What follows belongs to an exercise in optimizing a design on an open flow for small area, a short achievable clock period and few clock cycles; a production flow would make more cautious choices. Where RTL was checked, it was by simulation tests only, not by an equivalence proof against the original. Power and IR drop assume default switching activity.

## gfig_rx
module gfig_rx (
    input  wire         clk,
    input  wire         rst,         
    input  wire         in_valid,
    input  wire [7:0]   in_data,
    input  wire         in_last,
    output wire         in_ready,
    output reg          rep_valid,
    output reg  [2:0]   rep_code,
    output reg  [279:0] rep_data
);
    localparam [7:0] M0 = 8'hB2;
    localparam [7:0] M1 = 8'hA1;
    localparam [7:0] VERSION = 8'h01;
    localparam [2:0] R_UNKNOWN   = 3'd4;
    localparam [2:0] R_MALFORMED = 3'd5;
    localparam [2:0] R_STORM     = 3'd6;
    localparam integer D  = 34;        
    localparam integer TOTMAX = D + 1;   
    localparam integer AW = 6;
    localparam [1:0] P_HUNT = 2'd0;    
    localparam [1:0] P_FRM  = 2'd1;    
    localparam [1:0] P_UNKW = 2'd2;    
    localparam [1:0] P_SKIP = 2'd3;    
    localparam [15:0] CRC_MAGIC = 16'hC0AB;
    function [15:0] crc_byte;
        input [15:0] c;
        input [7:0]  d;
        integer j;
        reg [15:0] r;
        begin
            r = c ^ {d, 8'h00};
            for (j = 0; j < 8; j = j + 1)
                r = r[15] ? ((r << 1) ^ 16'h1021) : (r << 1);
            crc_byte = r;
        end
    endfunction
    reg       rdy;
    reg       iv, il;
    reg [7:0] id;
    assign in_ready = rdy;
    always @(posedge clk) begin
        id <= in_data;
        il <= in_last;
    end
    reg [8:0]    fm [0:D-1];           
    reg [AW-1:0] wp, rp;
    reg [AW:0]   tot;                  
    reg [AW:0]   avail;                
    reg [5:1]    a_ge;                 
    reg       hbv;                     
    reg [7:0] hb;
    reg       hf;                      
    reg       h_b2, h_a1, h_known, h_v01, h_him;
  ...
clock: 11.0 ns
lec_check: 0
abc_clock_period_in_ps: 3000
cap_margin: 20
core_margin: 2
core_utilization: 55
cts_cluster_diameter: 80
cts_cluster_size: 26
place_density: 0.65
slew_margin: 20
standard.sh (not shown) runs the stock make flow with config.mk's settings and CLKGATE_MAP_FILE= SYNTH_SCRIPT=/design/flow/synth_recipe.tcl, a recipe that flattens the netlist after the stock synthesis.
==> flow/flow/run.sh <==
#!/bin/bash
# Layout flow: the standard ORFS flow with these changes:
#  - repair_timing keeps a setup margin, so paths are sized and buffered
#    past the clock period, and may resize cells to other footprints;
#  - ports are buffered with buf_1 cells.
set -e -o pipefail
export SETUP_SLACK_MARGIN=7.6
export BUFFER_PORTS_ARGS="-buffer_cell sky130_fd_sc_hd__buf_1"
bash standard.sh MATCH_CELL_FOOTPRINT=0 finish 2>&1 | tee standard_flow.log
Rerun with:
--- a/flow/design.v
+++ b/flow/design.v
@@ -27,30 +27,27 @@
         input [15:0] c;
         input [7:0]  d;
         integer j;
         reg [15:0] r;
         begin
             r = c ^ {d, 8'h00};
             for (j = 0; j < 8; j = j + 1)
                 r = r[15] ? ((r << 1) ^ 16'h1021) : (r << 1);
             crc_byte = r;
         end
     endfunction
-    reg       rdy;
-    reg       iv, il;
-    reg [7:0] id;
+    reg  rdy;
     assign in_ready = rdy;
-    always @(posedge clk) begin
-        id <= in_data;
-        il <= in_last;
-    end
+    wire iv = in_valid & rdy;      
+    wire il = in_last;
+    wire [7:0] id = in_data;
     reg [8:0]    fm [0:D-1];           
     reg [AW-1:0] wp, rp;
     reg [AW:0]   tot;                  
     reg [AW:0]   avail;                
     reg [5:1]    a_ge;                 
     reg       hbv;                     
     reg [7:0] hb;
     reg       hf;                      
     reg       h_b2, h_a1, h_known, h_v01, h_him;
     wire [8:0] fo = fm[rp];
     always @(posedge clk) begin
@@ -103,55 +100,51 @@
     wire pay_wr = in_frm && fpay;
     wire [7:0] pd = hb & {8{~clr_r}};
     always @(posedge clk) begin
         for (q = 0; q < 35; q = q + 1)
             if (clr_r || (pay_wr && k == q + 4))
                 rep_data[8*q +: 8] <= pd;
     end
     wire up = iv && !consume;
     wire dn = !iv && consume;
     reg  rdy_n;
     always @* begin
-        case ({rdy, up, dn})
-            3'b010:  rdy_n = tot <= TOTMAX - 2;
-            3'b001:  rdy_n = tot <= TOTMAX;
-            3'b110:  rdy_n = tot <= TOTMAX - 3;
-            3'b101:  rdy_n = tot <= TOTMAX - 1;
-            3'b100:  rdy_n = tot <= TOTMAX - 2;
+        case ({up, dn})
+            2'b10:   rdy_n = tot <= TOTMAX - 2;
+            2'b01:   rdy_n = tot <= TOTMAX;
             default: rdy_n = tot <= TOTMAX - 1;
         endcase
     end
     reg [5:1] a_ge_n;
     always @* begin
         for (q = 1; q <= 5; q = q + 1) begin
             if (iv && il)
                 a_ge_n[q] = up ? (tot >= q - 1) : dn ? (tot >= q + 1) : (tot >= q);
             else if (consume)
                 a_ge_n[q] = (q == 5) ? (avail >= 6) : a_ge[q + 1];
             else
                 a_ge_n[q] = a_ge[q];
         end
     end
     reg fin, fin_ok, fin_storm;
     always @(posedge clk) begin
         if (rst) begin
-            rdy <= 1'b0; iv <= 1'b0;
+            rdy <= 1'b0;
             wp <= 0; rp <= 0; tot <= 0; avail <= 0; a_ge <= 5'd0;
             hbv <= 1'b0;
             st <= P_HUNT; prev_b2 <= 1'b0; sl <= 4'd0; inv <= 4'd0;
             storm_pend <= 1'b0;
             rep_valid <= 1'b0;
             clr_r <= 1'b0;
             fin <= 1'b0; fin_storm <= 1'b0;
         end else begin
-            iv  <= in_valid & rdy;
             rdy <= rdy_n;
             if (iv) wp <= (wp == D-1) ? 0 : wp + 1'b1;
             if (ld) rp <= (rp == D-1) ? 0 : rp + 1'b1;
             tot   <= tot_n;
             avail <= avail_n;
             a_ge  <= a_ge_n;
             if (ld) begin
                 hbv     <= 1'b1;
                 hb      <= fo[7:0];
                 hf      <= fo[8];
                 h_b2    <= (fo[7:0] == M0);
Outcome: Utilization rises by 0.38 points. Power rises by 1.6%. Die area falls by 0.93%. Design area is about the same. Sequential share of layout area falls by 0.79 points. Maximum frequency falls by 0.46%. Worst setup slack degrades by 16 ps. Non-clock buffer count rises by 16. Routed wire length falls by 1.1%. Clock-buffer cell count falls by 2. Global-route usage stays flat.
No functional check of the RTL was part of any run of this note.

========
== run 2 ==
gfig_rx, a different RTL version from the one above (not shown whole).
Size in the first run: about 710 flip-flops, roughly 300 I/O pins, ~28,000 sq um of cells after synthesis.
==> flow/config.mk <==
export PLATFORM = sky130hd
export DESIGN_NAME = gfig_rx
export DESIGN_NICKNAME = gfig_rx
export VERILOG_FILES = /design/flow/design.v
export SDC_FILE = /design/flow/constraint.sdc
export NUM_CORES = 4
export LEC_CHECK = 0
export ABC_CLOCK_PERIOD_IN_PS = 3000
export CAP_MARGIN = 20
export CORE_MARGIN = 2
export CORE_UTILIZATION = 65
export CTS_CLUSTER_DIAMETER = 80
export CTS_CLUSTER_SIZE = 26
export PLACE_DENSITY = 0.75
export SLEW_MARGIN = 20
==> flow/constraint.sdc <==
create_clock -name core_clock -period 11.0 [get_ports {clk}]
set_input_delay 2.2000 -clock core_clock [delete_from_list [all_inputs] [get_ports {clk}]]
set_output_delay 2.2000 -clock core_clock [all_outputs]
set_load 0.01 [all_outputs]
==> flow/flow/run.sh <==
#!/bin/bash
# Layout flow: the standard ORFS flow with these changes:
#  - repair_timing keeps a setup margin, so paths are sized and buffered
#    past the clock period, and may resize cells to other footprints;
#  - ports are buffered with buf_2 cells.
set -e -o pipefail
export SETUP_SLACK_MARGIN=7.6
export BUFFER_PORTS_ARGS="-buffer_cell sky130_fd_sc_hd__buf_2"
bash standard.sh MATCH_CELL_FOOTPRINT=0 finish 2>&1 | tee standard_flow.log
Run 2: PASS, flow complete, no timing, DRC or antenna violations
Testbench counts of run 2, summed over its fixed seeds: cycles 186,711.
## Diff of input files: run 1 against run 2
--- a/flow/design.v
+++ b/flow/design.v
@@ -38,23 +38,23 @@
     reg       iv, il;
     reg [7:0] id;
     assign in_ready = rdy;
     always @(posedge clk) begin
         id <= in_data;
         il <= in_last;
     end
     reg [8:0]    fm [0:D-1];           
     reg [AW-1:0] wp, rp;
     reg [AW:0]   tot;                  
     reg [AW:0]   avail;                
-    reg [5:1]    a_ge;                 
+    reg [8:1]    a_ge;                 
     reg       hbv;                     
     reg [7:0] hb;
     reg       hf;                      
     reg       h_b2, h_a1, h_known, h_v01, h_him;
     wire [8:0] fo = fm[rp];
     always @(posedge clk) begin
         if (iv)
             fm[wp] <= {il, id};
     end
     reg [1:0]  st;
     reg        prev_b2;      
@@ -77,27 +77,30 @@
     reg [5:0] k_lo1, k_lastf;
     always @* begin
         case (ty)
             2'd1:    begin k_lo1 = 6'd13; k_lastf = 6'd12; end
             2'd2:    begin k_lo1 = 6'd61; k_lastf = 6'd38; end
             default: begin k_lo1 = 6'd11; k_lastf = 6'd11; end
         endcase
     end
     reg gate;
     always @* begin
         case (sl[2:0])
+            3'd0: gate = a_ge[8];
+            3'd1: gate = a_ge[7];
+            3'd2: gate = a_ge[6];
+            3'd3: gate = a_ge[5];
             3'd4: gate = a_ge[4];
             3'd5: gate = a_ge[3];
             3'd6: gate = a_ge[2];
-            3'd7: gate = a_ge[1];
-            default: gate = a_ge[5];
+            default: gate = a_ge[1];
         endcase
         if (sl[3]) gate = 1'b1;
     end
     wire [AW:0] tot_n   = tot + iv - consume;
     wire [AW:0] avail_n = (iv && il) ? tot_n : avail - consume;
     integer q;
     reg fire, fire_now;
     reg  clr_r;
     wire in_frm = consume && (st == P_FRM);
     wire pay_wr = in_frm && fpay;
     wire [7:0] pd = hb & {8{~clr_r}};
@@ -111,42 +114,43 @@
     reg  rdy_n;
     always @* begin
         case ({rdy, up, dn})
             3'b010:  rdy_n = tot <= D - 2;
             3'b001:  rdy_n = tot <= D;
             3'b110:  rdy_n = tot <= D - 3;
             3'b101:  rdy_n = tot <= D - 1;
             3'b100:  rdy_n = tot <= D - 2;
             default: rdy_n = tot <= D - 1;
         endcase
     end
-    reg [5:1] a_ge_n;
-    always @* begin
-        for (q = 1; q <= 5; q = q + 1) begin
+    reg [8:1] a_ge_n;
+    always @* begin
+        for (q = 1; q <= 8; q = q + 1) begin
             if (iv && il)
                 a_ge_n[q] = up ? (tot >= q - 1) : dn ? (tot >= q + 1) : (tot >= q);
             else if (consume)
-                a_ge_n[q] = (q == 5) ? (avail >= 6) : a_ge[q + 1];
+                a_ge_n[q] = (q == 8) ? (avail >= 9) : a_ge[q + 1];
             else
                 a_ge_n[q] = a_ge[q];
         end
     end
     reg fin, fin_ok, fin_storm;
     always @(posedge clk) begin
         if (rst) begin
             rdy <= 1'b0; iv <= 1'b0;
-            wp <= 0; rp <= 0; tot <= 0; avail <= 0; a_ge <= 5'd0;
+            wp <= 0; rp <= 0; tot <= 0; avail <= 0; a_ge <= 8'd0;
             hbv <= 1'b0;
             st <= P_HUNT; prev_b2 <= 1'b0; sl <= 4'd0; inv <= 4'd0;
             storm_pend <= 1'b0;
             rep_valid <= 1'b0;
+            rep_code  <= 3'd0;
             clr_r <= 1'b0;
             fin <= 1'b0; fin_storm <= 1'b0;
         end else begin
             iv  <= in_valid & rdy;
             rdy <= rdy_n;
             if (iv) wp <= (wp == D-1) ? 0 : wp + 1'b1;
             if (ld) rp <= (rp == D-1) ? 0 : rp + 1'b1;
             tot   <= tot_n;
             avail <= avail_n;
             a_ge  <= a_ge_n;
             if (ld) begin
## What came out
Cmp run 2 and run 1 / portion of the post-synthesis area used by sequential elements / higher: run 2
Run 1 ends up with a final cell count that is 107 higher than in run 2.
Higher global-route total usage across every layer was reported by run 1, not run 2.
Run 2 → run 1: reported net switching power climbed 51 uW, fraction of power consumed by combinational cells fell by 0.5 points.
Function not checked in run 1: the RTL went through the layout flow alone.

[afterwards: timing with drivers on the ports]
The flow's constraints put no driver on any port. The routed layouts listed below were extracted and timed again, unchanged, in two steps. Step 1, drivers: a clkbuf_16 drives clk and a buf_2 each remaining input, both assumed. Step 2 moves the port delays by t, midway between the first and last clock arrival at a register: inputs arrive t later, outputs are due t later. That takes back most of the time a late clock gives input paths. a / b / c = no drivers / after step 1 / after step 2; a / b = the first two.
run | t, ns | setup WS [ns] | slew at the worst register clock pin (ns)
the first run of note 1 | 0.637 | 7.597 / 7.539 / 7.182 | 0.10 / 0.10
the second run of note 1 | 0.639 | 7.581 / 7.521 / 7.051 | 0.10 / 0.10
run 2 | 0.621 | 7.628 / 7.575 / 7.333 | 0.10 / 0.10
run 1 | 0.635 | 7.608 / 7.551 / 7.162 | 0.11 / 0.11
After both steps every run listed still meets setup and hold. The setup slack of the second run of note 1, which loses most, moves by -0.060 ns with the drivers and by -0.530 ns with both steps.
